This design comes from an exercise in tuning for small area, a short achievable clock period and few clock cycles per item on the open sky130 flow, not from production work.
Function was not checked in any run shown here: the RTL went through the layout flow alone.
Power and IR drop assume default switching activity.

File: flow/design.v
module adf4350_plan (
    input  wire        clk,
    input  wire        rst,           
    input  wire        in_valid,
    output wire        in_ready,
    input  wire [31:0] in_f,          
    input  wire [15:0] in_ref,        
    output wire        out_valid,
    input  wire        out_ready,
    output wire [2:0]  out_div,
    output wire [22:0] out_int,
    output wire [22:0] out_frac,
    output wire [22:0] out_mod
);
    reg        busy;
    reg        done;
    reg [3:0]  cnt;         
    reg [2:0]  div_r;
    reg [23:0] q_r;         
    reg        c_r;         
    reg [2:0]  r5;
    reg [22:0] rem;         
    reg [20:0] mod_q;       
    wire accept = in_valid & in_ready;
    assign in_ready  = ~busy & (~done | out_ready);
    assign out_valid = done;
    reg [2:0] div_sel;
    always @(*) begin
        if      (in_f < 32'd68750)   div_sel = 3'd6;
        else if (in_f < 32'd137500)  div_sel = 3'd5;
        else if (in_f < 32'd275000)  div_sel = 3'd4;
        else if (in_f < 32'd550000)  div_sel = 3'd3;
        else if (in_f < 32'd1100000) div_sel = 3'd2;
        else if (in_f < 32'd2200000) div_sel = 3'd1;
        else                         div_sel = 3'd0;
    end
    wire [3:0]  top_a  = in_f[31:28];
    wire [4:0]  top_s  = {1'b0, in_f[31:28]} + {1'b0, in_f[27:24]};
    wire [2:0]  top_sq = top_s / 3'd5;
    wire [5:0]  top_d5 = {2'd0, top_a} + {1'b0, top_a, 1'b0} + {3'd0, top_sq};
    wire [2:0]  top_r5 = top_s % 3'd5;
    wire [23:0] f_sh   = div_sel[0] ? {in_f[22:0], 1'b0} : in_f[23:0];
    wire [20:0] mod25  = ({5'd0, in_ref} << 4) + ({5'd0, in_ref} << 3) + {5'd0, in_ref};
    wire        zero_in = (cnt < {2'b00, div_r[2:1]});
    wire        n1 = q_r[23] & ~zero_in;
    wire        n2 = q_r[22] & ~zero_in;
    wire [3:0]  t1  = {r5, n1};                  
    wire        c1  = (t1 >= 4'd5);
    wire [2:0]  r51 = c1 ? (t1 - 4'd5) : t1[2:0];
    wire [23:0] rs1 = {rem, c_r};
    wire [24:0] tr1 = {1'b0, rs1} - {2'b00, mod_q, 2'b00};
    wire        ge1 = ~tr1[24];
    wire [22:0] rm1 = ge1 ? tr1[22:0] : rs1[22:0];
    wire [3:0]  t2  = {r51, n2};
    wire        c2  = (t2 >= 4'd5);
    wire [2:0]  r52 = c2 ? (t2 - 4'd5) : t2[2:0];
    wire [23:0] rs2 = {rm1, c1};
    wire [24:0] tr2 = {1'b0, rs2} - {2'b00, mod_q, 2'b00};
    wire        ge2 = ~tr2[24];
    wire [22:0] rm2 = ge2 ? tr2[22:0] : rs2[22:0];
    assign out_div  = div_r;
    assign out_int  = q_r[22:0];
    assign out_frac = rem + {22'd0, c_r};
    assign out_mod  = {mod_q, 2'b00};
    always @(posedge clk) begin
        if (rst) begin
            busy <= 1'b0;
            done <= 1'b0;
        end else if (accept) begin
            busy <= 1'b1;
            done <= 1'b0;
        end else if (busy) begin
            if (cnt == 4'd0) begin
                busy <= 1'b0;
                done <= 1'b1;
            end
        end else if (out_ready) begin
            done <= 1'b0;
        end
        if (accept) begin
            div_r <= div_sel;
            cnt   <= 4'd11 + {2'b00, div_sel[2:1]};
            q_r   <= f_sh;
            c_r   <= top_d5[0];
            r5    <= top_r5;
            rem   <= {18'd0, top_d5[5:1]};
            mod_q <= mod25;
        end else if (busy) begin
            cnt <= cnt - 4'd1;
            q_r <= {q_r[21:0], ge1, ge2};
            c_r <= c2;
            r5  <= r52;
            rem <= rm2;
        end
    end
endmodule
File: flow/flow/run.sh
#!/bin/bash
set -euo pipefail
export BUFFER_PORTS_ARGS="-buffer_cell sky130_fd_sc_hd__buf_1"
bash standard.sh > orfs_make.log 2>&1
File: flow/standard.sh
#!/bin/bash
# synth_recipe.tcl (not shown) runs the flow's synth.tcl, then flattens the netlist and writes it again
# the make line also repeats each setting of config.mk as NAME=value (left out here)
make -C /OpenROAD-flow-scripts/flow DESIGN_CONFIG=/design/flow/config.mk WORK_HOME=/design/flow/orfs CLKGATE_MAP_FILE= SYNTH_SCRIPT=/design/flow/synth_recipe.tcl "${@:-finish}"
File: flow/config.mk
export PLATFORM = sky130hd
export DESIGN_NAME = adf4350_plan
export DESIGN_NICKNAME = adf4350_plan
export VERILOG_FILES = /design/flow/design.v
export SDC_FILE = /design/flow/constraint.sdc
export NUM_CORES = 4
export LEC_CHECK = 0
export ABC_AREA = 1
export CAP_MARGIN = 20
export CORE_MARGIN = 2
export CORE_UTILIZATION = 60
export SETUP_SLACK_MARGIN = 2.2
export SLEW_MARGIN = 20
File: flow/constraint.sdc
create_clock -name core_clock -period 7.0 [get_ports {clk}]
set_input_delay 1.4000 -clock core_clock [delete_from_list [all_inputs] [get_ports {clk}]]
set_output_delay 1.4000 -clock core_clock [all_outputs]
set_load 0.01 [all_outputs]
==> summary.txt, run 1 <==
share of layout cells above drive strength 1=6.07%; R2R Setup Slk=2.47 ns; crit-path max cell delay=between 0.4 and 0.5 ns; vias in the first global route=around 8,100; RSZ-0062 raised after global routing=true; Sink Count=81; dpl hpwl=18,600 µm; core area=14,600 µm²; Crit. End Element=flop; Clock Skew=0.0114 ns; relative slew slack=43.2%; setup TNS=0 ns; crit start category=input pin; Crit Path Category=in2reg; Antenna diodes=0; Yosys top cell area share=20.2%; H-tree depth=3; detailed-route DRC error count=0; status=finished clean; Total GRT Usage=29.1%; PwrDens=approximately 480 nW/µm²; initial core utilization=between 60 and 70%; synth unique cells=50; DR vias/cell=5.59; fin util=68.6%; Synth Flop Type=edfxtp_1; initial antenna violation count=0; Rows=44; most common cell in the netlist=nand2_1; first-pass GRT wire length=38,600 µm; largest area contributor in the netlist=edfxtp_1; r2r worst-path depth=25; Synth async-reset ratio=0%; ranking of synthesized cells by area=edfxtp_1 20%, nand2_1 15%, ha_1 12%; die height=between 100 and 150 µm; min Tclk post-route=approximately 4.5 ns; Worst Hold Path EP=rem[22]$_SDFFE_PP0P_; # port buffers=123; crit path DAT=4.66 ns; die area=about 16,000 µm²; r2r startpoint=rem[1]$_DFFE_PP_; final hold vios=0; worst hold path class=reg2reg; placed cell count=about 1,600; Final Cycle Share=between 60% and 70%; R2R Path End=rem[4]$_DFFE_PP_; synthesis-to-finish area growth=10.5%; CTS tree=yes; clock tree buffer depth=2; Pleak=0.00491 µW; worst skew pair latency=~0.35 ns; GRT overflow=0; I/O pin count=126; clk root buf=clkbuf_16; register area share after synthesis=24.6%; FF+latch count, synth=between 80 and 90; DR WL/cell=between 15 and 20 µm; Worst Max-Slew Pin Slew=about 0.85 ns; final-report setup violation count=0; synth warn=1; Routability Congestion=0.935; clock-pin slew on the worst setup and hold paths=0.07 ns; DR iter-0 viols=775; design area=10,000 µm²; Total Wirelength=24,000 µm; CP max-delay cell=fa_2; final max-slew violation count=0; Achievable Freq=220 MHz; number of flops mapped to enable cells by yosys=61; Synth top cells by count=355 x nand2_1, 170 x inv_1, 134 x nand3_1; Finished Layout Cells=1,584; DP Area=~9500 µm²; number of max-cap violations=0; Worst EP required=7.11 ns; routed via count=around 8,900; Syn Inst Count=around 1,300; maximum VDD drop=0.270 mV; CP dominant cell by count=nand2_1; cell area after synthesis=about 9100 µm²; CTS Buf Count=9; drt first pass iters=6; nets=approximately 1,600; DRT antenna net count=0; Post-Syn Area per Cell=7.02 µm²; Min Hold Slack=0.517 ns; Hold Crit Start=rem[22]$_SDFFE_PP0P_; largest net degree at the start of global routing=59; WHS Path Cells=2; Crit Path Max Fanout=5; Die Width=between 100 and 150 µm
-- registers in the layout, summed over array words and instances (netlist names) --
| signal | cells |
|---|---|
| c_r | 1 |
| q_r | 24 |
| busy | 1 |
| r5 | 3 |
| cnt | 4 |
| div_r | 3 |
| done | 1 |
| mod_q | 21 |
| rem | 23 |
-- worst max-delay path by stage --
stage / slack [ns] / start / endpoint / cells after the start
6_report: 2.45 / in_f[28] / rem[4]$_DFFE_PP_ / 26
2_1_floorplan: 2.40 / in_f[24] / rem[4]$_DFFE_PP_ / 24
3_5_place_dp: 1.59 / rem[1]$_DFFE_PP_ / rem[4]$_DFFE_PP_ / 25
4_1_cts: 2.21 / rem[1]$_DFFE_PP_ / rem[4]$_DFFE_PP_ / 25
5_1_grt: 2.13 / in_f[28] / rem[4]$_DFFE_PP_ / 27
3_3_place_gp: 1.70 / rem[1]$_DFFE_PP_ / rem[4]$_DFFE_PP_ / 25
-- power by group --
group          leakage, µW  switching, µW  total [µW]  internal, µW
clock             0.000168            205         554           349
combinational      0.00398           2190        3390          1200
sequential        0.000764            146         836           690
total              0.00491           2540        4780          2240
-- stage by stage --
step / power, µW / setup WS [ns]
2_1_floorplan: 3340 / 2.40
3_3_place_gp: 3970 / 1.70
3_5_place_dp: 4000 / 1.59
4_1_cts: 4590 / 2.21
5_1_grt: 5240 / 2.13
6_report: 4780 / 2.45
-- critical path: cells and delay by family --
| kind | cells | cell delay (ns) |
|---|---|---|
| AND/OR/NAND/NOR | 14 | 1.17 |
| adder cells (fa/ha/maj) | 6 | 1.43 |
| AO/OA/AOI/OAI | 1 | 0.14 |
| buffers and inverters | 4 | 0.34 |
| XOR/XNOR | 1 | 0.17 |
-- cell families (layout without fill, tap and decap cells) --
group,after synthesis,in the layout,share of synthesized area [%]
XOR/XNOR,65,65,6.27
multiplexers,1,1,0.110
other,1,2,0.0413
flip-flops,81,81,24.6
AND/OR/NAND/NOR,639,643,31.2
AO/OA/AOI/OAI,176,176,10.7
buffers and inverters,224,325,10.8
adder cells (fa/ha/maj),107,107,16.3
-- metal layers --
| layer | global-route usage (%) | up-vias | routed length [µm] |
|---|---|---|---|
| li1 | - | 4475 | - |
| met4 | 7.11 | 0 | 399 |
| met2 | 47.3 | 288 | 10900 |
| met1 | 40.4 | 4057 | 11200 |
| met3 | 5.44 | 36 | 1510 |
| met5 | 0 | - | 0 |
-- cell usage in the layout, fill, tap and decap left out, drive strengths merged, types with 4 or more instances in the layout --
cell type	n
nand2	359
inv	176
nand3	148
buf	134
ha	88
a21oi	80
nor2	72
o21ai	62
edfxtp	61
xor2	42
nand4	24
xnor2	23
dfxtp	20
fa	19
nor3	19
clkbuf	9
or2	9
a21o	8
nor4	6
o211ai	5
a31oi	5
o21bai	5
nand3b	4
o21a	4
-- repair_timing --
action | CTS | global route
setup buffers | 0 | 6
resized for setup | 4 | 29
gates cloned | 0 | 4
setup endpoints to repair | 22 | 23
hold buffers | 0 | 0
pin swaps | 0 | 8
-- final cells by class --
class,count,area (µm²)
inverter,175,664
tap,184,230
sequential,81,2230
clock buffer,9,225
multi-input combinational,994,6030
fill,1327,4600
timing repair buffer,134,544
clock inverter,7,116
==> run 2, diff against run 1 <==
--- a/flow/design.v
+++ b/flow/design.v
@@ -36,7 +36,4 @@
     end
-    wire [3:0]  top_a  = in_f[31:28];
-    wire [4:0]  top_s  = {1'b0, in_f[31:28]} + {1'b0, in_f[27:24]};
-    wire [2:0]  top_sq = top_s / 3'd5;
-    wire [5:0]  top_d5 = {2'd0, top_a} + {1'b0, top_a, 1'b0} + {3'd0, top_sq};
-    wire [2:0]  top_r5 = top_s % 3'd5;
+    wire [5:0]  top_d5 = in_f[31:24] / 3'd5;
+    wire [2:0]  top_r5 = in_f[31:24] % 3'd5;
     wire [23:0] f_sh   = div_sel[0] ? {in_f[22:0], 1'b0} : in_f[23:0];
@@ -49,6 +46,2 @@
     wire [2:0]  r51 = c1 ? (t1 - 4'd5) : t1[2:0];
-    wire [23:0] rs1 = {rem, c_r};
-    wire [24:0] tr1 = {1'b0, rs1} - {2'b00, mod_q, 2'b00};
-    wire        ge1 = ~tr1[24];
-    wire [22:0] rm1 = ge1 ? tr1[22:0] : rs1[22:0];
     wire [3:0]  t2  = {r51, n2};
@@ -56,6 +49,11 @@
     wire [2:0]  r52 = c2 ? (t2 - 4'd5) : t2[2:0];
-    wire [23:0] rs2 = {rm1, c1};
-    wire [24:0] tr2 = {1'b0, rs2} - {2'b00, mod_q, 2'b00};
-    wire        ge2 = ~tr2[24];
-    wire [22:0] rm2 = ge2 ? tr2[22:0] : rs2[22:0];
+    wire [23:0] d1 = {1'b0, rem} - {3'd0, mod_q};
+    wire [23:0] d2 = {1'b0, rem} - {2'd0, mod_q, 1'b0};
+    wire [23:0] d3 = {1'b0, rem} - {3'd0, mod_q} - {2'd0, mod_q, 1'b0};
+    wire        ge1 = ~d1[23];
+    wire        ge2 = ~d2[23];
+    wire        ge3 = ~d3[23];
+    wire [1:0]  dig = ge3 ? 2'd3 : ge2 ? 2'd2 : ge1 ? 2'd1 : 2'd0;
+    wire [20:0] rhi = ge3 ? d3[20:0] : ge2 ? d2[20:0] : ge1 ? d1[20:0] : rem[20:0];
+    wire [22:0] rm2 = {rhi, c_r, c1};
     assign out_div  = div_r;
@@ -89,3 +87,3 @@
             cnt <= cnt - 4'd1;
-            q_r <= {q_r[21:0], ge1, ge2};
+            q_r <= {q_r[21:0], dig};
             c_r <= c2;
==> flow/run.sh (new file) <==
#!/bin/bash
# synth_recipe.tcl (not shown) runs the flow's synth.tcl, then flattens the netlist and writes it again
# the make line also repeats each setting of config.mk as NAME=value (left out here)
make -C /OpenROAD-flow-scripts/flow DESIGN_CONFIG=/design/flow/config.mk WORK_HOME=/design/flow/orfs CLKGATE_MAP_FILE= SYNTH_SCRIPT=/design/flow/synth_recipe.tcl finish
--- a/flow/config.mk
+++ b/flow/config.mk
@@ -7,7 +7,7 @@
 export LEC_CHECK = 0
-export ABC_AREA = 1
+export ABC_CLOCK_PERIOD_IN_PS = 3100
 export CAP_MARGIN = 20
 export CORE_MARGIN = 2
-export CORE_UTILIZATION = 60
-export SETUP_SLACK_MARGIN = 2.2
+export CORE_UTILIZATION = 40
+export SETUP_SLACK_MARGIN = 3.9
 export SLEW_MARGIN = 20
removed: flow/flow/run.sh
removed: flow/standard.sh
==> run 2 against run 1 <==
  * Area after synthesis up 6.8%
  * Final area up 30%
  * Routed wire length up 31%
  * Critical path depth down 6
  * Utilization down 14 points
  * Clock skew up 0.0063 ns
  * Sequential share of layout area down 5.1 points
  * Non-clock buffer count up 108
  * Count of clock-buffer cells in the layout up 2
  * Fmax down 1.9%
  * Worst hold slack better by 0.041 ns
  * Still clean
==> summary.txt, run 2 <==
Total GRT Usage=23.5% (-5.6 points); final worst slack=2.36 ns (-0.0870 ns); final max-slew violation count=0 (unchanged); DR iter-0 viols=713 (-8.0%); Synth Flop Type=edfxtp_1; # port buffers=123 (unchanged); drt first pass iters=5 (-1); routed via count=9,588 (+8.3%); PwrDens=456 nW/µm² (-4.3%); clk root buf=clkbuf_16; vias in the first global route=9,099 (+12%); Sink Count=81 (unchanged); number of flops mapped to enable cells by yosys=61 (unchanged); H-tree depth=3 (unchanged); Antenna diodes=0 (unchanged); Crit Path Category=reg2reg; Post-Syn Area per Cell=8.41 µm² (+20%); synth warn=1 (unchanged); crit path DAT=4.87 ns (+0.21 ns); clock-pin slew on the worst setup and hold paths=0.08 ns (about the same); Pleak=0.00534 µW (+8.7%); largest area contributor in the netlist=edfxtp_1; CP Cell Sequence=ha_4 -> inv_2 -> fa_2 -> a211oi_4 -> o21ai_4 -> a2111oi_4 -> buf_4 -> nor2_2 -> xnor2_2 -> ha_4 -> buf_6 -> o2111ai_4 -> a31oi_2 -> o211ai_1 -> a31o_2 -> a21o_1 -> buf_6 -> a22o_4 -> a32o_1 -> a31o_1; cell area after synthesis=9700 µm² (+6.8%); Die Width=160 µm (+26%); Worst EP required=7.23 ns (+0.12 ns); Routability Congestion=0.908 (-2.9%); nets=1,506 (-3.1%); maximum VDD drop=0.191 mV (-29%); FF+latch count, synth=81 (unchanged); Synth async-reset ratio=0% (unchanged); final-report setup violation count=0 (unchanged); setup TNS=0 ns (unchanged); Worst Max-Slew Pin Slew=0.706 ns (-0.145 ns); DR vias/cell=5.74 (+2.7%); CTS Buf Count=9 (unchanged); core area=24,000 µm² (+64%); Crit Path Max Fanout=7 (+2); min Tclk post-route=4.64 ns (+0.0870 ns); CP max-delay cell=edfxtp_1; biggest regs=q_r x24, rem x23, mod_q x21; share of layout cells above drive strength 1=26.3% (+20 points); WP buf/inv=4 (unchanged); Power, Total=5960 µW (+25%); crit-path max cell delay=0.47 ns (+0.02 ns); Rows=57 (+30%); die height=160 µm (+26%); Yosys top cell area share=18.9% (-1.3 points); initial core utilization=40.4% (-22 points); synthesis-to-finish area growth=34.7%; most common cell in the netlist=nand2_1; relative slew slack=52.9% (+9.7 points); final hold vios=0 (unchanged); CTS tree=yes; Syn Inst Count=1,154 (-11%); DR WL/cell=18.9 µm (+24%); Synth top cells by count=108 x nand2_1, 97 x ha_1, 73 x inv_1; number of max-cap violations=0 (unchanged); worst skew pair latency=0.35 ns (about the same); DRT antenna net count=0 (unchanged); die area=25,500 µm² (+58%); GRT overflow=0 (unchanged); worst hold path class=reg2reg; initial antenna violation count=0 (unchanged); Crit. End Element=flop; Min Hold Slack=0.558 ns (+0.0408 ns); clock tree buffer depth=2 (unchanged); Achievable Freq=216 MHz (-1.9%); Final Cycle Share=66.2% (+1.2 points); detailed-route DRC error count=0 (unchanged); dpl hpwl=22,000 µm (+19%); commonest non-fill, non-tap cells in the layout=105 x nand2_1, 89 x buf_4, 72 x ha_1; ranking of synthesized cells by area=edfxtp_1 19%, ha_1 13%, xnor2_1 5.7%; Largest Register=q_r; fin util=54.4% (-14 points); I/O pin count=126 (unchanged); Clock Skew=0.0177 ns (+0.00631 ns); # hold bufs at CTS=0 (unchanged); register area share after synthesis=23.0% (-1.6 points); Total Wirelength=31,500 µm (+31%); first-pass GRT wire length=48,500 µm (+26%); critical path's top delay family=compound AO/OA/AOI/OAI gates; commonest non-fill, non-tap cell in the layout=nand2_1; status=finished clean; RSZ-0062 raised after global routing=true; pre-CTS setup slack=1.61 ns (+0.0121 ns); largest net degree at the start of global routing=65 (+10%); synth unique cells=85 (+70%); max reg flops=24 (unchanged); crit start category=flop
-- run 2: changes by cell type after synthesis, moves of 19 or more --
cell,previous run,this run
a21o_1,8,27
inv_1,170,73
mux2i_1,1,36
nand2_1,355,108
nand3_1,134,47
nand4_1,24,3
o21ai_1,7,27
xnor2_1,23,63
xor2_1,42,22
-- run 2: final timing paths --
| path | slack (ns) | cells past startpoint | to | start |
|---|---|---|---|---|
| worst max-delay path | 2.36 | 20 | rem[17]$_SDFFE_PP0P_ | mod_q[0]$_DFFE_PP_ |
| worst min register to register | 0.56 | 2 | q_r[6]$_DFFE_PP_ | q_r[4]$_DFFE_PP_ |
| worst max register to register | 2.36 | 20 | rem[17]$_SDFFE_PP0P_ | mod_q[0]$_DFFE_PP_ |
| worst min-delay path | 0.56 | 2 | q_r[6]$_DFFE_PP_ | q_r[4]$_DFFE_PP_ |
-- run 2: final cells by class --
class	instances	area, µm²
Inverter	73	278
Timing Repair Buffer	242	2170
Clock buffer	11	233
Timing Repair inverter	3	22.5
Multi-Input combinational cell	931	7660
Tap cell	324	405
Clock inverter	5	58.8
Fill cell	2185	11000
Sequential cell	81	2240
-- run 2: logic make-up after synthesis --
family | after synthesis | share of synthesized area (%)
DFF | 81 | 23.0
and+or+nand+nor | 353 | 17.7
xor gates and xnor gates | 85 | 7.67
other | 1 | 0.0386
buffers and inverters | 144 | 7.21
AOI/OAI and AO/OA | 339 | 24.7
muxes | 37 | 3.83
adders and majority gates | 114 | 15.9
-- run 2: timing repair --
item,CTS,global route
pin swaps,73,71
endpoints found under the setup margin,130,106
buffers inserted,84,23
gates cloned,6,2
resized for setup,307,100
-- run 2: report_power, final --
part | internal, µW | switching, µW
combinational | 2120 | 2510
sequential | 678 | 164
clock | 277 | 207
total | 3070 | 2880
-- run 2: per-layer routing --
layer  share of wire, %  global-route usage (%)  wire length [µm]
met1                 45                    31.8             14000
met2                 48                    39.3             15000
met3                6.0                    3.53              1890
met4                1.8                    6.28               565
met5                  0                       0                 0
-- run 2: worst register-to-register path: cells and delay by family, from the launching register on --
family | cells | cell delay, ns
flip-flops | 1 | 0.47
adder cells (fa/ha/maj) | 3 | 0.85
AO/OA/AOI/OAI | 11 | 2.52
XOR/XNOR | 1 | 0.18
buffers and inverters | 4 | 0.47
AND/OR/NAND/NOR | 1 | 0.06
-- run 2: stage by stage --
step / cell area (µm²) / instances
4_1_cts: 12500 / 1645
3_5_place_dp: 11100 / 1539
6_report: 13100 / 1670
3_3_place_gp: 11100 / 1539
2_1_floorplan: 9900 / 1155
5_1_grt: 13100 / 1670
==> run 3, diff against run 2 <==
--- a/flow/config.mk
+++ b/flow/config.mk
@@ -7,3 +7,3 @@
 export LEC_CHECK = 0
-export ABC_CLOCK_PERIOD_IN_PS = 3100
+export ABC_CLOCK_PERIOD_IN_PS = 3600
 export CAP_MARGIN = 20
@@ -11,3 +11,3 @@
 export CORE_UTILIZATION = 40
-export SETUP_SLACK_MARGIN = 3.9
+export SETUP_SLACK_MARGIN = 3.4
 export SLEW_MARGIN = 20
==> run 3 against run 2 <==
  * Still clean on timing, DRC and antenna
  * First-iteration DRC count is 8.1% lower
  * Die area stayed put
  * Fmax up 1.3%
  * Register-to-register slack gained 0.06 ns
  * Sequential share of layout area is 0.48 points higher
  * Sequential power shrank 0.8%
  * Via count is 2.8% lower
  * Worst hold slack got worse by 0.0024 ns
  * Count of clock-buffer cells in the layout is 2 lower
  * Global-route usage decreased by 0.67 points
  * Critical path type unchanged
  * Critical endpoint is now rem[14]$_SDFFE_PP0P_
  * Largest power group unchanged
==> summary.txt, run 3 <==
status=finished clean; DR iter-0 viols=655 (-8.1%); adder-cell share of the synthesized area=15.9% (unchanged); Synth Area in XOR/XNOR=7.67% (unchanged); Rows=57 (unchanged); commonest non-fill, non-tap cells in the layout=105 x nand2_1, 87 x buf_4, 84 x ha_1; max reg flops=24 (unchanged); Synth async-reset ratio=0% (unchanged); Synth Flop Type=edfxtp_1; PwrDens=471 nW/µm² (+3.3%); min Tclk post-route=4.58 ns (-0.0607 ns); Crit Path Max Fanout=6 (-1); routed via count=9,324 (-2.8%); Hold Crit Start=q_r[2]$_DFFE_PP_; commonest non-fill, non-tap cell in the layout=nand2_1; largest area contributor in the netlist=edfxtp_1; GRT overflow=0 (unchanged); compound-gate portion of the synthesized area=24.7% (unchanged); H-tree depth=3 (unchanged); worst hold path class=reg2reg; Total Wirelength=30,500 µm (-3.4%); die area=25,500 µm² (unchanged); final max-slew violation count=0 (unchanged); detailed-route DRC error count=0 (unchanged); synth warn=1 (unchanged); met2 wire len=13,800 µm (-8.1%); clk root buf=clkbuf_16; DRT antenna net count=0 (unchanged); clock tree buffer depth=2 (unchanged); Crit. End Element=flop; most common cell in the netlist=nand2_1; wl on met1=14,000 µm (about the same); Yosys top cell area share=18.9% (unchanged); synth unique cells=85 (unchanged); I/O pin count=126 (unchanged); number of max-cap violations=0 (unchanged); post-synthesis mux area share=3.83% (unchanged); Crit Path Category=reg2reg; Die Width=160 µm (unchanged); crit start category=flop; maximum VDD drop=0.212 mV (+11%); ranking of synthesized cells by area=edfxtp_1 19%, ha_1 13%, xnor2_1 5.7%; drt first pass iters=5 (unchanged); Reg area=2240 µm² (unchanged); first-pass GRT wire length=46,900 µm (-3.3%); core area=24,000 µm² (unchanged); register area share after synthesis=23.0% (unchanged); Worst EP required=7.26 ns (+0.03 ns); Antenna diodes=0 (unchanged); CTS Buf Count=9 (unchanged); final-report setup violation count=0 (unchanged); CTS tree=yes; vias in the first global route=8,750 (-3.8%); Post-Syn Area per Cell=8.41 µm² (unchanged); final hold vios=0 (unchanged); R2R Setup Slk=2.42 ns (+0.06 ns); DR WL met3=1640 µm (-13%); share of layout cells above drive strength 1=21.6% (-4.7 points); DR vias/cell=5.65 (-1.5%); Worst Max-Slew Pin Slew=1.19 ns (+0.489 ns); largest family of logic cells by synthesized area=compound AO/OA/AOI/OAI gates; number of flops mapped to enable cells by yosys=61 (unchanged); biggest regs=q_r x24, rem x23, mod_q x21; footprint of the multi-input gates=7470 µm² (-2.5%); setup TNS=0 ns (unchanged); synthesis-to-finish area growth=31.0%; Total GRT Usage=22.9% (-0.67 points); Clock Skew=0.0119 ns (-0.00582 ns); die height=160 µm (unchanged); clock-pin slew on the worst setup and hold paths=0.07 ns (about the same); Critical Path Start=mod_q[12]$_DFFE_PP_; Routability Congestion=0.922 (+1.6%); Achievable Freq=219 MHz (+1.3%); Syn Inst Count=1,154 (unchanged); Max Used Layer=met4; Largest Register=q_r; Synth top cells by count=108 x nand2_1, 97 x ha_1, 73 x inv_1; cell area after synthesis=9700 µm² (unchanged); initial core utilization=40.4% (unchanged); relative slew slack=20.1% (-33 points); Simple-Gate Fraction of Synth Area=17.7% (unchanged); worst skew pair latency=0.35 ns (about the same); FF+latch count, synth=81 (unchanged); r2r startpoint=mod_q[12]$_DFFE_PP_; crit path DAT=4.83 ns (-0.04 ns); Pleak=0.00537 µW (+0.52%); nets=1,485 (-1.4%); # port buffers=123 (unchanged); initial antenna violation count=0 (unchanged); Sink Count=81 (unchanged); # fillers=2,280 (+4.3%); largest net degree at the start of global routing=65 (unchanged); Min Hold Slack=0.555 ns (-0.00244 ns); DR WL/cell=18.5 µm (-2.2%); dpl hpwl=22,000 µm (-0.10%); Final Cycle Share=65.4% (-0.87 points); RSZ-0062 raised after global routing=true
run 3: cell types whose count changed in the layout (fill, tap and decap cells not counted), moves of 6 or more:
| cell | before | now |
|---|---|---|
| buf_6 | 29 | 18 |
| o21ai_1 | 36 | 30 |
| ha_1 | 72 | 84 |
| ha_4 | 13 | 7 |
| ha_2 | 12 | 6 |
| buf_2 | 28 | 7 |
| dlymetal6s2s_1 | 2 | 16 |
| o21ai_0 | 32 | 38 |
| clkdlybuf4s50_1 | 59 | 66 |
run 3: report_power, final:
| group | internal (µW) | switching (µW) |
|---|---|---|
| registers | 678 | 157 |
| logic | 2110 | 2540 |
| clock network | 281 | 219 |
| total | 3070 | 2910 |
run 3: worst max-delay path: stages (launching register included):
cell	delay [ns]
edfxtp_1	0.47
inv_1	0.21
ha_1	0.32
or2_2	0.31
a21oi_1	0.49
nor2_1	0.13
xnor2_1	0.18
ha_1	0.34
buf_4	0.14
o2111ai_2	0.14
a31oi_2	0.22
o211ai_1	0.11
a31o_2	0.30
a21o_4	0.24
a22oi_2	0.34
buf_4	0.18
buf_6	0.13
o2111ai_4	0.11
o311ai_2	0.11
run 3: routing by layer:
layer / vias up / global-route usage [%]
met5: - / 0
met4: 0 / 8.72
met3: 56 / 3.69
met2: 289 / 35.8
met1: 4398 / 31.6
li1: 4581 / -
run 3: worst paths after layout:
kind / endpoint / cells after the start
max: rem[14]$_SDFFE_PP0P_ / 18
min: q_r[4]$_DFFE_PP_ / 2
max reg2reg: rem[14]$_SDFFE_PP0P_ / 18
min reg2reg: q_r[4]$_DFFE_PP_ / 2
run 3: cells by family after synthesis:
group           count (synthesis)
xor+xnor                       85
fa+ha+maj                     114
flops                          81
other cells                     1
mux                            37
compound gates                339
simple gates                  353
buf+inv                       144
run 3: metrics by stage:
stage / instances / total power, µW / setup slack, ns / area (µm²) / util, %
final: 1649 / 5980 / 2.42 / 12700 / 52.9
after global routing: 1649 / 6380 / 2.26 / 12700 / 52.9
after CTS: 1617 / 5600 / 2.48 / 12100 / 50.5
after detailed placement: 1541 / 4540 / 1.62 / 11100 / 46.2
after global placement: 1541 / 4530 / 1.69 / 11100 / 46.2
after floorplan: 1155 / 3620 / 2.66 / 9830 / -
run 3: final cells by class:
type | instances | area share, %
Multi-Input combinational cell | 931 | 58.8
Sequential cell | 81 | 17.6
Timing Repair Buffer | 224 | 15.9
Tap cell | 324 | 3.19
Inverter | 73 | 2.17
Clock buffer | 9 | 1.77
Clock inverter | 7 | 0.600
run 3: what timing repair did:
action                     CTS  global route
pin swaps                   59            61
gates cloned                 2             0
hold buffers                 0             0
setup endpoints to repair   83            73
hold endpoints to repair     0             0
buffers inserted            58            32
gates resized for setup    166           114
==> run 4, diff against run 3 <==
--- a/flow/design.v
+++ b/flow/design.v
@@ -51,3 +51,7 @@
     wire [23:0] d2 = {1'b0, rem} - {2'd0, mod_q, 1'b0};
-    wire [23:0] d3 = {1'b0, rem} - {3'd0, mod_q} - {2'd0, mod_q, 1'b0};
+    wire [23:0] na  = ~{3'd0, mod_q};
+    wire [23:0] nb  = ~{2'd0, mod_q, 1'b0};
+    wire [23:0] cs  = {1'b0, rem} ^ na ^ nb;
+    wire [23:0] cc  = ({1'b0, rem} & na) | ({1'b0, rem} & nb) | (na & nb);
+    wire [23:0] d3  = cs + {cc[22:0], 1'b0} + 24'd2;
     wire        ge1 = ~d1[23];
==> flow/flow/run.sh (new file) <==
#!/bin/bash
set -euo pipefail
export BUFFER_PORTS_ARGS="-buffer_cell sky130_fd_sc_hd__buf_1"
bash standard.sh > orfs_make.log 2>&1
==> flow/standard.sh (new file) <==
#!/bin/bash
# synth_recipe.tcl (not shown) runs the flow's synth.tcl, then flattens the netlist and writes it again
# the make line also repeats each setting of config.mk as NAME=value (left out here)
make -C /OpenROAD-flow-scripts/flow DESIGN_CONFIG=/design/flow/config.mk WORK_HOME=/design/flow/orfs CLKGATE_MAP_FILE= SYNTH_SCRIPT=/design/flow/synth_recipe.tcl "${@:-finish}"
--- a/flow/config.mk
+++ b/flow/config.mk
@@ -7,7 +7,7 @@
 export LEC_CHECK = 0
-export ABC_CLOCK_PERIOD_IN_PS = 3600
+export ABC_AREA = 1
 export CAP_MARGIN = 20
 export CORE_MARGIN = 2
-export CORE_UTILIZATION = 40
-export SETUP_SLACK_MARGIN = 3.4
+export CORE_UTILIZATION = 60
+export SETUP_SLACK_MARGIN = 2.2
 export SLEW_MARGIN = 20
removed: flow/run.sh
==> run 4 against run 3 <==
  * Worst hold slack worse by 0.0097 ns
  * Routed wire length is 16% lower
  * Sequential cell count stayed put
  * Power is 16% lower
  * Final area is 15% lower
  * Count of clock-buffer cells in the layout is 3 higher
  * Sequential share of layout area is 3.2 points higher
  * Clock skew is 0.00054 ns lower
  * Combinational power is about 20% lower
  * Clock power is 12% lower
  * Global-route usage is 6.4 points higher
  * Area after synthesis is 2.2% higher
==> summary.txt, run 4 <==
crit start category=flop; worst skew pair latency=0.35 ns (about the same); synth warn=1 (unchanged); worst hold path class=reg2reg; Synth async-reset ratio=0% (unchanged); # hold bufs at CTS=0 (unchanged); FF+latch count, synth=81 (unchanged); share of layout cells above drive strength 1=5.94% (-16 points); Syn Inst Count=1,299 (+13%); Crit Path Max Fanout=3 (-3); Pleak=0.00493 µW (-8.3%); commonest non-fill, non-tap cell in the layout=nand2_1; R2R Setup Slk=2.51 ns (+0.09 ns); Rows=46 (-19%); setup TNS=0 ns (unchanged); biggest regs=q_r x24, rem x23, mod_q x21; vias in the first global route=8,793 (+0.49%); synth unique cells=54 (-36%); max reg flops=24 (unchanged); Routability Congestion=0.898 (-2.7%); Total Wirelength=25,600 µm (-16%); Crit Path Category=reg2out; Clock Skew=0.0114 ns (-0.000536 ns); Antenna diodes=0 (unchanged); number of flops mapped to enable cells by yosys=61 (unchanged); most common cell in the netlist=nand2_1; Largest Register=q_r; nets=1,602 (+7.9%); DR iter-0 viols=616 (-6.0%); detailed-route DRC error count=0 (unchanged); routed via count=9,198 (-1.4%); drt first pass iters=5 (unchanged); Yosys top cell area share=18.5% (-0.40 points); CP max-delay cell=edfxtp_1; final hold vios=0 (unchanged); first-pass GRT wire length=41,800 µm (-11%); Crit. End Element=output pin; Synth Flop Type=edfxtp_1; PwrDens=465 nW/µm² (-1.2%); r2r startpoint=rem[1]$_DFFE_PP_; dpl hpwl=20,000 µm (-9.1%); CP dominant cell by count=nand3_1; Die Width=133 µm (-17%); H-tree depth=3 (unchanged); Worst Max-Slew Pin Slew=1.00 ns (-0.192 ns); CP Capture Point=out_frac[18]; DP Area=10,400 µm² (-6.6%); Achievable Freq=216 MHz (-1.1%); crit-path max cell delay=0.36 ns (-0.13 ns); largest area contributor in the netlist=edfxtp_1; largest net degree at the start of global routing=58 (-11%); min Tclk post-route=4.63 ns (+0.0510 ns); # fillers=1,475 (-35%); number of max-cap violations=0 (unchanged); # port buffers=123 (unchanged); Post-Syn Area per Cell=7.63 µm² (-9.2%); Synth top cells by count=210 x nand2_1, 157 x inv_1, 134 x o21ai_0; final-report setup violation count=0 (unchanged); Total GRT Usage=29.2% (+6.4 points); Sink Count=81 (unchanged); core area=16,000 µm² (-33%); Critical Path Start=rem[0]$_DFFE_PP_; WP buf/inv=1 (-3); maximum VDD drop=0.179 mV (-16%); r2r worst-path depth=20 (+2); die height=133 µm (-17%); status=finished clean; DR WL/cell=15.8 µm (-14%); GRT overflow=0 (unchanged); final max-slew violation count=0 (unchanged); CTS tree=yes; Levels on crit path=12 (-6); Final Cycle Share=66.1% (+0.73 points); RSZ-0062 raised after global routing=true; die area=17,600 µm² (-31%); synthesis-to-finish area growth=8.51%; relative slew slack=33.1% (+13 points); DRT antenna net count=0 (unchanged); cell area after synthesis=9910 µm² (+2.2%); DR vias/cell=5.70 (+0.79%); R2R Path End=rem[2]$_DFFE_PP_; initial antenna violation count=0 (unchanged); commonest non-fill, non-tap cells in the layout=208 x nand2_1, 153 x inv_1, 133 x o21ai_0; clk root buf=clkbuf_16; Worst EP required=5.60 ns (-1.66 ns); ranking of synthesized cells by area=edfxtp_1 18%, ha_1 15%, nand2_1 8.0%; design area=10,800 µm² (-15%); initial core utilization=62.0% (+22 points); clock-pin slew on the worst setup and hold paths=0.05 ns (-0.02 ns); CTS Buf Count=9 (unchanged); crit path DAT=3.23 ns (-1.60 ns); CP Cell Sequence=ha_1 -> ha_1 -> nand3_1 -> nor3_1 -> nand3_1 -> nor2_1 -> nand3_1 -> nor2_1 -> nand3_1 -> nor2_1 -> xor2_1 -> buf_1; clock tree buffer depth=2 (unchanged); register area share after synthesis=22.5% (-0.48 points); critical path's top delay family=simple AND/OR/NAND/NOR gates; I/O pin count=126 (unchanged)
==> run 4: cell count changes in the layout (fill, tap and decap cells not counted), sizes merged, moves of 17 or more <==
cell,change
mux2i,-33
inv,+83
a21o,-20
o21ai,+65
a21oi,+49
nor2,+24
buf,+17
ha,+24
fa,+20
and3,-17
xor2,+35
nand2,+118
clkdlybuf4s50,-66
xnor2,-41
==> run 4: cells by family after synthesis <==
group	count (synthesis)	synth area share [%]
simple gates	440	19.8
compound gates	325	18.5
buf+inv	213	9.35
fa+ha+maj	157	22.5
flops	81	22.5
xor+xnor	79	6.98
mux	3	0.303
other cells	1	0.0378
==> run 4: report_power, final <==
| part | internal, µW | switching (µW) |
|---|---|---|
| Combinational | 1410 | 2290 |
| Clock | 248 | 194 |
| Sequential | 681 | 174 |
| Total | 2340 | 2660 |
==> run 4: worst min-delay path by stage <==
stage	start	depth (start not counted)	to
floorplan	rem[22]$_SDFFE_PP0P_	2	rem[22]$_SDFFE_PP0P_
global placement	done$_SDFFE_PP0P_	2	done$_SDFFE_PP0P_
detailed placement	q_r[20]$_DFFE_PP_	2	q_r[22]$_DFFE_PP_
CTS	done$_SDFFE_PP0P_	2	done$_SDFFE_PP0P_
global route	done$_SDFFE_PP0P_	2	done$_SDFFE_PP0P_
finish	done$_SDFFE_PP0P_	2	done$_SDFFE_PP0P_
==> run 4: area by class of cell <==
type	instances	area, µm²	area share, %
Multi-Input combinational cell	1006	6830	63.5
Sequential cell	81	2230	20.8
Inverter	160	602	5.59
Timing Repair Buffer	135	556	5.16
Tap cell	216	270	2.51
Clock buffer	12	246	2.29
Clock inverter	4	20.0	0.186
==> run 4: worst register-to-register path: cells and delay by family, from the launching register on <==
family	cells	cell delay, ns
fa+ha+maj	2	0.65
buf+inv	3	0.46
compound gates	6	1.65
flops	1	0.50
simple gates	9	0.97
==> run 4: layer usage <==
| layer | global-route usage [%] | wire, µm | vias up |
|---|---|---|---|
| li1 | - | - | 4630 |
| met1 | 37.8 | 11300 | 4280 |
| met2 | 50.1 | 12100 | 253 |
| met3 | 5.98 | 1620 | 35 |
| met4 | 7.29 | 493 | 0 |
| met5 | 0 | 0 | - |
==> run 4: stage by stage <==
step	cells	hold slack, ns	power (µW)	setup WS, ns	utilization, %
floorplan	1300	0.520	3650	2.50	-
global placement	1593	0.536	4440	2.15	64.8
detailed placement	1593	0.543	4480	1.99	64.8
CTS	1609	0.558	4940	2.33	66.5
global route	1614	0.563	5540	2.11	67.2
finish	1614	0.545	5000	2.37	67.2
==> run 4: repair_timing <==
item / in CTS / in global routing
endpoints found under the setup margin: 0 / 7
setup buffers: 0 / 5
gates resized for setup: 0 / 19
==> run 5, diff against run 4 <==
--- a/flow/config.mk
+++ b/flow/config.mk
@@ -11,3 +11,3 @@
 export CORE_UTILIZATION = 60
-export SETUP_SLACK_MARGIN = 2.2
+export SETUP_SLACK_MARGIN = 2.6
 export SLEW_MARGIN = 20
==> run 5 against run 4 <==
  * Largest cell class unchanged
  * Combinational power is 4% higher
  * Count of clock-buffer cells in the layout is 3 lower
  * Utilization grew 3.2 points
  * Highest routed layer unchanged
==> summary.txt, run 5 <==
biggest regs=q_r x24, rem x23, mod_q x21; H-tree depth=3 (unchanged); Largest Register=q_r; crit path DAT=4.41 ns (+1.18 ns); DR iter-0 viols=609 (-1.1%); PwrDens=466 nW/µm² (+0.22%); clock-pin slew on the worst setup and hold paths=0.06 ns (about the same); number of max-cap violations=0 (unchanged); number of flops mapped to enable cells by yosys=61 (unchanged); final max-slew violation count=0 (unchanged); worst hold path class=reg2reg; # fillers=1,380 (-6.4%); fin util=70.4% (+3.2 points); Die Width=133 µm (unchanged); compound-gate portion of the synthesized area=18.5% (unchanged); I/O pin count=126 (unchanged); Synth async-reset ratio=0% (unchanged); detailed-route DRC error count=0 (unchanged); share of layout cells above drive strength 1=10.6% (+4.7 points); final-report setup violation count=0 (unchanged); CP dominant cell by count=nand2_4; Rows=46 (unchanged); die area=17,600 µm² (unchanged); drt first pass iters=5 (unchanged); Yosys top cell area share=18.5% (unchanged); Pleak=0.00512 µW (+3.9%); adder-cell share of the synthesized area=22.5% (unchanged); Crit Path Max Fanout=4 (+1); WP buf/inv=5 (+4); ranking of synthesized cells by area=edfxtp_1 18%, ha_1 15%, nand2_1 8.0%; nets=1,623 (+1.3%); RSZ-0062 raised after global routing=true; Reg area=2230 µm² (unchanged); register area share after synthesis=22.5% (unchanged); clk root buf=clkbuf_16; largest area contributor in the netlist=edfxtp_1; dpl hpwl=20,300 µm (+1.6%); initial antenna violation count=0 (unchanged); post-synthesis mux area share=0.303% (unchanged); core area=16,000 µm² (unchanged); max reg flops=24 (unchanged); Syn Inst Count=1,299 (unchanged); first-pass GRT wire length=42,900 µm (+2.5%); status=finished clean; Final Cycle Share=61.6% (-4.5 points); Total Wirelength=26,900 µm (+5.4%); Antenna diodes=0 (unchanged); Clock Skew=0.00616 ns (-0.00520 ns); commonest non-fill, non-tap cells in the layout=203 x nand2_1, 143 x inv_1, 131 x o21ai_0; most common cell in the netlist=nand2_1; Total GRT Usage=29.8% (+0.55 points); synth warn=1 (unchanged); Achievable Freq=232 MHz (+7.2%); Routability Congestion=0.908 (+1.2%); relative slew slack=33.7% (+0.67 points); setup TNS=0 ns (unchanged); crit start category=input pin; # port buffers=123 (unchanged); Synth Area in XOR/XNOR=6.98% (unchanged); synthesis-to-finish area growth=13.7%; die height=133 µm (unchanged); FF+latch count, synth=81 (unchanged); worst skew pair latency=0.34 ns (about the same); final hold vios=0 (unchanged); design area=11,300 µm² (+4.8%); GRT overflow=0 (unchanged); footprint of the multi-input gates=7080 µm² (+3.6%); Synth top cells by count=210 x nand2_1, 157 x inv_1, 134 x o21ai_0; crit-path max cell delay=0.31 ns (-0.05 ns); Crit Path Category=in2reg; DRT antenna net count=0 (unchanged); DP Area=10,400 µm² (+0.34%); routed via count=9,420 (+2.4%); DR vias/cell=5.76 (+1.1%); Synth Flop Type=edfxtp_1; Post-Syn Area per Cell=7.63 µm² (unchanged); min Tclk post-route=4.31 ns (-0.313 ns); largest net degree at the start of global routing=58 (unchanged); vias in the first global route=9,034 (+2.7%); initial core utilization=62.0% (unchanged); Sink Count=81 (unchanged); largest family of logic cells by synthesized area=adder cells; DR WL/cell=16.5 µm (+4.0%); commonest non-fill, non-tap cell in the layout=nand2_1; Worst EP required=7.10 ns (+1.50 ns); CTS tree=yes; Crit. End Element=flop; CTS Buf Count=9 (unchanged); critical path's top delay family=simple AND/OR/NAND/NOR gates; clock tree buffer depth=2 (unchanged); Simple-Gate Fraction of Synth Area=19.8% (unchanged); CP max-delay cell=o211ai_1; Worst Max-Slew Pin Slew=0.992 ns (-0.0101 ns); maximum VDD drop=0.209 mV (+17%); synth unique cells=54 (unchanged); cell area after synthesis=9910 µm² (unchanged)
[run 5: cell counts after synthesis]
No cell type changed its count.
[run 5: area by class of cell]
type,instances,share of cell area (%)
Clock buffer,9,2.00
Clock inverter,7,1.05
Timing Repair Buffer,154,6.41
Multi-Input combinational cell,1007,62.8
Sequential cell,81,19.8
Inverter,160,5.46
Timing Repair inverter,1,0.0666
Tap cell,216,2.40
[run 5: cell families (layout without fill, tap and decap cells)]
kind of cell	Yosys count	in the layout
mux	3	3
fa+ha+maj	157	157
compound gates	325	326
other cells	1	2
buf+inv	213	331
flops	81	81
simple gates	440	440
xor+xnor	79	79
[run 5: routing by layer]
metal	wire, µm	track usage, %	vias up
met5	0	0	-
met4	708	10.5	0
met2	13100	50.9	316
met3	1670	4.14	54
met1	11400	38.6	4390
li1	-	-	4660
[run 5: stage by stage]
stage / cells / hold WS (ns) / power (µW) / setup WS [ns]
2_1_floorplan: 1300 / 0.520 / 3650 / 2.57
3_3_place_gp: 1594 / 0.544 / 4460 / 2.18
3_5_place_dp: 1594 / 0.541 / 4500 / 2.03
4_1_cts: 1615 / 0.555 / 5090 / 2.54
5_1_grt: 1635 / 0.578 / 5760 / 2.50
6_report: 1635 / 0.551 / 5250 / 2.69
[run 5: report_power, final]
part	switching [µW]	internal, µW
sequential	181	681
clock	200	348
combinational	2370	1470
[run 5: final timing paths]
path | to | slack (ns) | start | cells past startpoint
worst min register to register | done$_SDFFE_PP0P_ | 0.55 | done$_SDFFE_PP0P_ | 2
worst max register to register | q_r[1]$_DFFE_PP_ | 2.86 | mod_q[1]$_DFFE_PP_ | 19
worst min-delay path | done$_SDFFE_PP0P_ | 0.55 | done$_SDFFE_PP0P_ | 2
worst max-delay path | r5[2]$_DFFE_PP_ | 2.69 | in_f[29] | 28
[run 5: worst reg2reg max path, delay by kind of cell, from the launching register on]
| family | cells | cell delay, ns |
|---|---|---|
| adders and majority gates | 3 | 1.07 |
| DFF | 1 | 0.50 |
| AOI/OAI and AO/OA | 3 | 0.61 |
| and+or+nand+nor | 8 | 0.80 |
| buffers and inverters | 5 | 0.90 |
[run 5: timing repair]
| item | in CTS | in global routing |
|---|---|---|
| pin swaps | 7 | 36 |
| buffers inserted | 5 | 18 |
| hold buffers | 0 | 0 |
| resized for setup | 11 | 80 |
| endpoints found under the setup margin | 12 | 39 |
| cloned | 0 | 2 |
==> run 6, diff against run 5 <==
--- a/flow/design.v
+++ b/flow/design.v
@@ -18,3 +18,3 @@
     reg [2:0]  div_r;
-    reg [23:0] q_r;         
+    reg [22:0] q_r;         
     reg        c_r;         
@@ -36,9 +36,12 @@
     end
-    wire [5:0]  top_d5 = in_f[31:24] / 3'd5;
-    wire [2:0]  top_r5 = in_f[31:24] % 3'd5;
-    wire [23:0] f_sh   = div_sel[0] ? {in_f[22:0], 1'b0} : in_f[23:0];
+    wire [31:0] g      = div_sel[0] ? {in_f[30:0], 1'b0} : in_f;
+    wire [7:0]  top_d5 = g[31:22] / 3'd5;        
+    wire [2:0]  top_r5 = g[31:22] % 3'd5;
+    wire [6:0]  top_p  = top_d5[7:1];
+    wire        top_q  = (in_ref == 16'd1) && (top_p >= 7'd100);
+    wire [6:0]  top_rm = top_q ? (top_p - 7'd100) : top_p;
     wire [20:0] mod25  = ({5'd0, in_ref} << 4) + ({5'd0, in_ref} << 3) + {5'd0, in_ref};
     wire        zero_in = (cnt < {2'b00, div_r[2:1]});
-    wire        n1 = q_r[23] & ~zero_in;
-    wire        n2 = q_r[22] & ~zero_in;
+    wire        n1 = q_r[21] & ~zero_in;
+    wire        n2 = q_r[20] & ~zero_in;
     wire [3:0]  t1  = {r5, n1};                  
@@ -63,3 +66,3 @@
     assign out_div  = div_r;
-    assign out_int  = q_r[22:0];
+    assign out_int  = q_r;
     assign out_frac = rem + {22'd0, c_r};
@@ -83,7 +86,7 @@
             div_r <= div_sel;
-            cnt   <= 4'd11 + {2'b00, div_sel[2:1]};
-            q_r   <= f_sh;
+            cnt   <= 4'd10 + {2'b00, div_sel[2:1]};
+            q_r   <= {top_q, g[21:0]};
             c_r   <= top_d5[0];
             r5    <= top_r5;
-            rem   <= {18'd0, top_d5[5:1]};
+            rem   <= {16'd0, top_rm};
             mod_q <= mod25;
@@ -91,3 +94,3 @@
             cnt <= cnt - 4'd1;
-            q_r <= {q_r[21:0], dig};
+            q_r <= {q_r[22], q_r[19:0], dig};
             c_r <= c2;
==> flow/run.sh (new file) <==
#!/bin/bash
# synth_recipe.tcl (not shown) runs the flow's synth.tcl, then flattens the netlist and writes it again
# the make line also repeats each setting of config.mk as NAME=value (left out here)
make -C /OpenROAD-flow-scripts/flow DESIGN_CONFIG=/design/flow/config.mk WORK_HOME=/design/flow/orfs CLKGATE_MAP_FILE= SYNTH_SCRIPT=/design/flow/synth_recipe.tcl finish
--- a/flow/config.mk
+++ b/flow/config.mk
@@ -7,7 +7,7 @@
 export LEC_CHECK = 0
-export ABC_AREA = 1
+export ABC_CLOCK_PERIOD_IN_PS = 3800
 export CAP_MARGIN = 20
 export CORE_MARGIN = 2
-export CORE_UTILIZATION = 60
-export SETUP_SLACK_MARGIN = 2.6
+export CORE_UTILIZATION = 40
+export SETUP_SLACK_MARGIN = 3.0
 export SLEW_MARGIN = 20
removed: flow/flow/run.sh
removed: flow/standard.sh
==> run 6 against run 5 <==
  * Non-clock buffer count is 106 higher
  * Worst hold slack worse by 0.010 ns
  * Final area is 27% higher
  * Count of clock-buffer cells in the layout unchanged
==> summary.txt, run 6 <==
Crit. End Element=flop; drt first pass iters=7 (+2); crit path DAT=5.46 ns (+1.05 ns); DR iter-0 viols=617 (+1.3%); CTS Buf Count=9 (unchanged); final hold vios=0 (unchanged); ranking of synthesized cells by area=edfxtp_1 18%, ha_1 16%, fa_1 6.9%; die height=165 µm (+25%); crit start category=input pin; crit-path max cell delay=0.30 ns (about the same); share of layout cells above drive strength 1=24.0% (+13 points); routed via count=10,121 (+7.4%); DP Area=12,000 µm² (+16%); DR vias/cell=5.63 (-2.3%); Clock Skew=0.0134 ns (+0.00724 ns); DR WL/cell=17.7 µm (+7.5%); first-pass GRT wire length=49,900 µm (+16%); # port buffers=123 (unchanged); min Tclk post-route=5.37 ns (+1.05 ns); largest net degree at the start of global routing=53 (-8.6%); critical path's top delay family=compound AO/OA/AOI/OAI gates; die area=27,200 µm² (+55%); WP buf/inv=5 (unchanged); CP max-delay cell=o41a_1; design area=14,300 µm² (+27%); Die Width=165 µm (+25%); Syn Inst Count=1,237 (-4.8%); Antenna diodes=0 (unchanged); FF+latch count, synth=80 (-1.2%); clk root buf=clkbuf_16; setup TNS=0 ns (unchanged); vias in the first global route=9,670 (+7.0%); initial core utilization=41.0% (-21 points); CP Cell Sequence=buf_4 -> buf_12 -> nand2b_4 -> a22oi_2 -> a32o_2 -> buf_4 -> nand4_1 -> a31oi_2 -> nor3_2 -> buf_4 -> xor2_4 -> o21ai_4 -> mux2i_2 -> ha_2 -> nand2b_4 -> o41a_1 -> mux2_4 -> a221oi_4 -> o211a_4 -> buf_4 -> xnor2_1 -> a21oi_1; Achievable Freq=186 MHz (-20%); largest area contributor in the netlist=edfxtp_1; DRT antenna net count=0 (unchanged); synth warn=1 (unchanged); Total GRT Usage=23.1% (-6.6 points); final worst slack=1.63 ns (-1.05 ns); number of max-cap violations=0 (unchanged); Crit Path Max Fanout=18 (+14); detailed-route DRC error count=0 (unchanged); Worst EP required=7.09 ns (about the same); nets=1,681 (+3.6%); H-tree depth=3 (unchanged); core area=25,300 µm² (+58%); cell area after synthesis=10,400 µm² (+4.7%); worst skew pair latency=0.36 ns (+0.02 ns); synthesis-to-finish area growth=38.0%; CTS tree=yes; number of flops mapped to enable cells by yosys=62 (+1.6%); Pleak=0.00611 µW (+19%); relative slew slack=53.4% (+20 points); PwrDens=438 nW/µm² (-6.1%); Min Hold Slack=0.540 ns (-0.0102 ns); fin util=56.5% (-14 points); clock tree buffer depth=2 (unchanged); Synth Flop Type=edfxtp_1; Rows=58 (+26%); register area share after synthesis=21.4% (-1.1 points); final-report setup violation count=0 (unchanged); maximum VDD drop=0.373 mV (+79%); I/O pin count=126 (unchanged); pre-CTS setup slack=0.176 ns (-1.85 ns); Final Cycle Share=76.6% (+15 points); Synth async-reset ratio=0% (unchanged); status=finished clean; most common cell in the netlist=ha_1; Worst Max-Slew Pin Slew=0.692 ns (-0.300 ns); commonest non-fill, non-tap cells in the layout=111 x ha_1, 102 x nand2_1, 98 x buf_4; GRT overflow=0 (unchanged); Total Wirelength=31,900 µm (+18%); Crit Path Category=in2reg; Sink Count=80 (-1.2%); dpl hpwl=22,600 µm (+11%); final max-slew violation count=0 (unchanged); Synth top cells by count=130 x ha_1, 113 x nand2_1, 92 x nor2_1; synth unique cells=82 (+52%); biggest regs=q_r x23, rem x23, mod_q x21; Routability Congestion=0.869 (-4.3%); Yosys top cell area share=17.9% (-0.53 points); worst hold path class=reg2reg; initial antenna violation count=0 (unchanged); RSZ-0062 raised after global routing=true; CP dominant cell by count=buf_4; Post-Syn Area per Cell=8.39 µm² (+9.9%); clock-pin slew on the worst setup and hold paths=0.07 ns (about the same); commonest non-fill, non-tap cell in the layout=ha_1
run 6: cell count changes in the layout (fill, tap and decap cells not counted), sizes merged, moves of 18 or more:
cell           delta
a21oi            -31
a31oi            +24
clkdlybuf4s50    +86
inv              -69
nand2           -113
nand2b           +23
nand3            -18
o21a             +22
o21ai            -63
xnor2            +35
xor2             -28
run 6: kinds of logic after synthesis:
logic type	share of synthesized area, %
AO/OA/AOI/OAI	24.3
XOR/XNOR	7.26
adder cells (fa/ha/maj)	22.7
buffers and inverters	5.27
flip-flops	21.4
multiplexers	1.40
other	0.0361
AND/OR/NAND/NOR	17.6
run 6: worst min-delay path: stages, from the launching register on:
cell     delay, ns
dfxtp_1       0.32
a21oi_1       0.12
nor3_1        0.05
run 6: timing repair:
action                     4_1_cts  5_1_grt
buffers inserted                80       33
gates resized for setup        218      130
pin swaps                       70       99
gates cloned                     5        2
hold buffers                     0        0
setup endpoints to repair       68      101
run 6: metal layers:
metal | share of wire [%] | wire [µm] | GRT usage, %
met4 | 2.1 | 654 | 6.17
met1 | 45 | 14500 | 31.4
met5 | 0 | 0 | 0
met3 | 4.0 | 1260 | 2.90
met2 | 48 | 15400 | 38.8
run 6: layout make-up:
type | count | area [µm²]
Fill cell | 2319 | 11000
Multi-Input combinational cell | 1022 | 8460
Timing Repair Buffer | 260 | 2540
Sequential cell | 80 | 2240
Tap cell | 330 | 413
Inverter | 87 | 332
Clock buffer | 9 | 225
Clock inverter | 7 | 83.8
Timing Repair inverter | 3 | 22.5
run 6: through the flow:
step / std cells / power (µW)
final: 1798 / 6260
after global routing: 1798 / 6760
after CTS: 1763 / 5920
after detailed placement: 1662 / 4610
after global placement: 1661 / 4580
after floorplan: 1238 / 3560
run 6: path summary, 6_finish.rpt:
| path | slack [ns] | depth (start not counted) | startpoint | endpoint |
|---|---|---|---|---|
| worst min register to register | 0.54 | 2 | done$_SDFFE_PP0P_ | done$_SDFFE_PP0P_ |
| worst max register to register | 2.92 | 17 | rem[3]$_DFFE_PP_ | rem[5]$_DFFE_PP_ |
| worst max-delay path | 1.63 | 22 | in_f[29] | r5[0]$_DFFE_PP_ |
| worst min-delay path | 0.54 | 2 | done$_SDFFE_PP0P_ | done$_SDFFE_PP0P_ |
run 6: power by group:
| group | total, µW | internal (µW) | switching, µW |
|---|---|---|---|
| sequential | 831 | 684 | 147 |
| clock | 519 | 284 | 235 |
| combinational | 4910 | 2380 | 2540 |
| total | 6260 | 3340 | 2920 |
==> run 7, diff against run 6 <==
--- a/flow/config.mk
+++ b/flow/config.mk
@@ -7,3 +7,3 @@
 export LEC_CHECK = 0
-export ABC_CLOCK_PERIOD_IN_PS = 3800
+export ABC_CLOCK_PERIOD_IN_PS = 3200
 export CAP_MARGIN = 20
@@ -11,3 +11,3 @@
 export CORE_UTILIZATION = 40
-export SETUP_SLACK_MARGIN = 3.0
+export SETUP_SLACK_MARGIN = 3.8
 export SLEW_MARGIN = 20
==> run 7 against run 6 <==
  * Still clean
  * Clock power down 0.8%
  * Sequential cell count unchanged
  * Global-route usage up 1.1 points
  * Critical path depth down 1
  * Clock skew down 0.0024 ns
  * Sequential share of layout area down 0.96 points
  * First-iteration DRC count down 8.9%
  * Count of clock-buffer cells in the layout unchanged
  * Final area up 6.7%
  * Combinational power up 6.3%
  * Critical endpoint is now r5[1]$_DFFE_PP_
  * Largest cell class unchanged
  * Largest power group unchanged
  * Highest routed layer unchanged
==> summary.txt, run 7 <==
status=finished clean; RSZ-0062 raised after global routing=true; Total Wirelength=33,900 µm (+6.4%); r2r startpoint=rem[3]$_DFFE_PP_; worst skew pair latency=0.36 ns (about the same); R2R Setup Slk=2.91 ns (about the same); maximum VDD drop=0.231 mV (-38%); most common cell in the netlist=ha_1; setup TNS=0 ns (unchanged); Synth async-reset ratio=0% (unchanged); Final Cycle Share=75.3% (-1.4 points); final hold vios=0 (unchanged); final-report setup violation count=0 (unchanged); nets=1,745 (+3.8%); fin util=60.3% (+3.8 points); CTS tree=yes; Synth Flop Type=edfxtp_1; commonest non-fill, non-tap cell in the layout=buf_4; die height=165 µm (unchanged); DRT antenna net count=0 (unchanged); ranking of synthesized cells by area=edfxtp_1 18%, ha_1 16%, fa_1 6.9%; largest net degree at the start of global routing=51 (-3.8%); final max-slew violation count=0 (unchanged); Achievable Freq=190 MHz (+1.8%); Pleak=0.00662 µW (+8.4%); CTS Buf Count=9 (unchanged); GRT overflow=0 (unchanged); core area=25,300 µm² (unchanged); Routability Congestion=0.883 (+1.5%); synth warn=1 (unchanged); Worst Max-Slew Pin Slew=0.807 ns (+0.114 ns); Sink Count=80 (unchanged); Hold Crit Start=done$_SDFFE_PP0P_; Clock Skew=0.0110 ns (-0.00238 ns); largest area contributor in the netlist=edfxtp_1; Syn Inst Count=1,237 (unchanged); clock-pin slew on the worst setup and hold paths=0.07 ns (about the same); first-pass GRT wire length=51,900 µm (+4.1%); detailed-route DRC error count=0 (unchanged); commonest non-fill, non-tap cells in the layout=132 x buf_4, 111 x ha_1, 83 x nand2_1; vias in the first global route=10,090 (+4.3%); synth unique cells=82 (unchanged); Total GRT Usage=24.2% (+1.1 points); share of layout cells above drive strength 1=32.6% (+8.7 points); PwrDens=432 nW/µm² (-1.3%); # fillers=2,153 (-7.2%); WHS Path Cells=2 (unchanged); Post-Syn Area per Cell=8.39 µm² (unchanged); synthesis-to-finish area growth=47.2%; DR iter-0 viols=562 (-8.9%); clock tree buffer depth=2 (unchanged); DR vias/cell=5.68 (+0.84%); Die Width=165 µm (unchanged); H-tree depth=3 (unchanged); crit start category=input pin; Yosys top cell area share=17.9% (unchanged); min Tclk post-route=5.27 ns (-0.0969 ns); Rows=58 (unchanged); R2R Path End=rem[2]$_DFFE_PP_; FF+latch count, synth=80 (unchanged); I/O pin count=126 (unchanged); clk root buf=clkbuf_16; cell area after synthesis=10,400 µm² (unchanged); crit path DAT=5.49 ns (+0.03 ns); initial core utilization=41.0% (unchanged); number of max-cap violations=0 (unchanged); Crit. End Element=flop; Crit Path Category=in2reg; worst hold path class=reg2reg; dpl hpwl=23,100 µm (+2.3%); Worst EP required=7.22 ns (+0.13 ns); die area=27,200 µm² (unchanged); r2r worst-path depth=16 (-1); drt first pass iters=5 (-2); register area share after synthesis=21.4% (unchanged); routed via count=10,575 (+4.5%); Worst Hold Path EP=done$_SDFFE_PP0P_; Synth top cells by count=130 x ha_1, 113 x nand2_1, 92 x nor2_1; Crit Path Max Fanout=7 (-11); initial antenna violation count=0 (unchanged); number of flops mapped to enable cells by yosys=62 (unchanged); # port buffers=123 (unchanged); DR WL/cell=18.2 µm (+2.7%); biggest regs=q_r x23, rem x23, mod_q x21; relative slew slack=45.7% (-7.7 points)
## run 7: changes by cell type in the layout (fill, tap and decap cells not counted), moves of 7 or more
cell / delta
buf_6: +32
o21ai_2: +7
nand2_1: -19
o21ai_0: -7
buf_2: +22
clkdlybuf4s50_1: -15
xnor2_1: -10
buf_4: +34
dlymetal6s2s_1: -9
nor2_4: +8
nand2_2: +16
xnor2_2: +7
## run 7: per-stage QoR
step	hold WS, ns	std cells	total power, µW	worst slack [ns]	cell area (µm²)
final	0.556	1863	6590	1.73	15300
after global routing	0.609	1862	7100	1.55	15300
after CTS	0.551	1821	6150	1.73	14400
after detailed placement	0.529	1664	4830	0.258	12300
after global placement	0.528	1664	4810	0.432	12300
after floorplan	0.529	1238	3810	1.45	10800
## run 7: cell families after synthesis
kind of cell             share of synthesized area, %
AND/OR/NAND/NOR                                  17.6
AO/OA/AOI/OAI                                    24.3
adder cells (fa/ha/maj)                          22.7
buffers and inverters                            5.27
XOR/XNOR                                         7.26
flip-flops                                       21.4
multiplexers                                     1.40
other                                          0.0361
## run 7: repair_timing
item | in CTS | in global routing
gates resized for setup | 366 | 138
endpoints found under the setup margin | 134 | 129
pin swaps | 94 | 84
cloned | 4 | 2
setup buffers | 137 | 39
hold buffers | 0 | 0
## run 7: worst max-delay path by stage
stage,startpoint,to,slack [ns],depth (start not counted)
after floorplan,in_f[31],r5[1]$_DFFE_PP_,1.45,19
after global placement,in_f[29],r5[1]$_DFFE_PP_,0.43,19
after detailed placement,in_f[29],r5[1]$_DFFE_PP_,0.26,20
after CTS,in_f[29],r5[1]$_DFFE_PP_,1.73,20
after global routing,in_f[27],r5[1]$_DFFE_PP_,1.55,21
final,in_f[29],r5[1]$_DFFE_PP_,1.73,21
## run 7: critical path, stage by stage
cell and delay [ns]:
buf_12 0.11, buf_8 0.12, buf_4 0.14, nand4b_1 0.28
a32o_2 0.38, buf_4 0.16, buf_4 0.13, nor2_1 0.11
o32ai_2 0.09, o211ai_1 0.13, o211a_1 0.27, o21ai_4 0.09
mux2i_4 0.21, ha_1 0.20, nand2b_4 0.14, o41a_1 0.30
mux2_4 0.29, a221oi_4 0.29, o211a_4 0.21, mux2_4 0.31
o21ai_2 0.13
## run 7: power breakdown
part,switching [µW],leakage (µW),internal (µW)
registers,170,0.000751,686
clock network,231,0.000149,284
logic,2680,0.00572,2540
total,3080,0.00662,3510
## run 7: routing by layer
metal | GRT usage (%) | wire length [µm] | up-vias | part of all wire, %
met5 | 0 | 0 | - | 0
met4 | 7.39 | 848 | 0 | 2.5
met3 | 3.05 | 1580 | 56 | 4.7
met2 | 41.6 | 16600 | 292 | 49
met1 | 31.7 | 14900 | 5106 | 44
li1 | - | - | 5121 | -
## run 7: area by class of cell
cell class,count,area [µm²],share of cell area (%)
diodes,1,2.50,0.0164
clock inverters,7,83.8,0.549
flip-flops and latches,80,2240,14.7
well taps,330,413,2.70
clock buffers,9,225,1.47
multi-input cells,1023,8880,58.1
inverters,87,347,2.27
repair buffers,325,3080,20.1
repair inverters,1,7.51,0.0492

what the ideal ports hide:
The flow's constraints put no driver on any port. The routed layouts listed below were extracted and timed again, unchanged, in two steps.
Step 1, drivers: a clkbuf_16 drives clk and a buf_2 each remaining input, both assumed.
Step 2 times the ports against the registers' clock, not the clock port: input delays grow and output delays shrink by t, the midpoint of the rising clock arrivals with the driver on.
a / b / c = no drivers / after step 1 / after step 2; a / b = the first two.
run | shift t [ns] | setup slack, ns | worst setup path at the end | worst register clock-pin slew, ns
run 1 | 0.392 | 2.451 / 2.474 / 2.083 | input to register | 0.07 / 0.07
run 2 | 0.381 | 2.364 / 2.364 / 2.364 | register to register | 0.08 / 0.08
run 3 | 0.392 | 2.425 / 2.425 / 2.425 | register to register | 0.07 / 0.07
run 4 | 0.388 | 2.374 / 2.333 / 2.047 | input to register | 0.07 / 0.07
run 5 | 0.378 | 2.686 / 2.701 / 2.323 | input to register | 0.06 / 0.06
run 6 | 0.400 | 1.635 / 1.655 / 1.255 | input to register | 0.08 / 0.08
run 7 | 0.404 | 1.732 / 1.718 / 1.313 | input to register | 0.08 / 0.08
After both steps setup and hold are still met in every run listed. For run 7, which loses most, drivers alone change the setup slack by -0.014 ns; drivers and shift together by -0.419 ns.
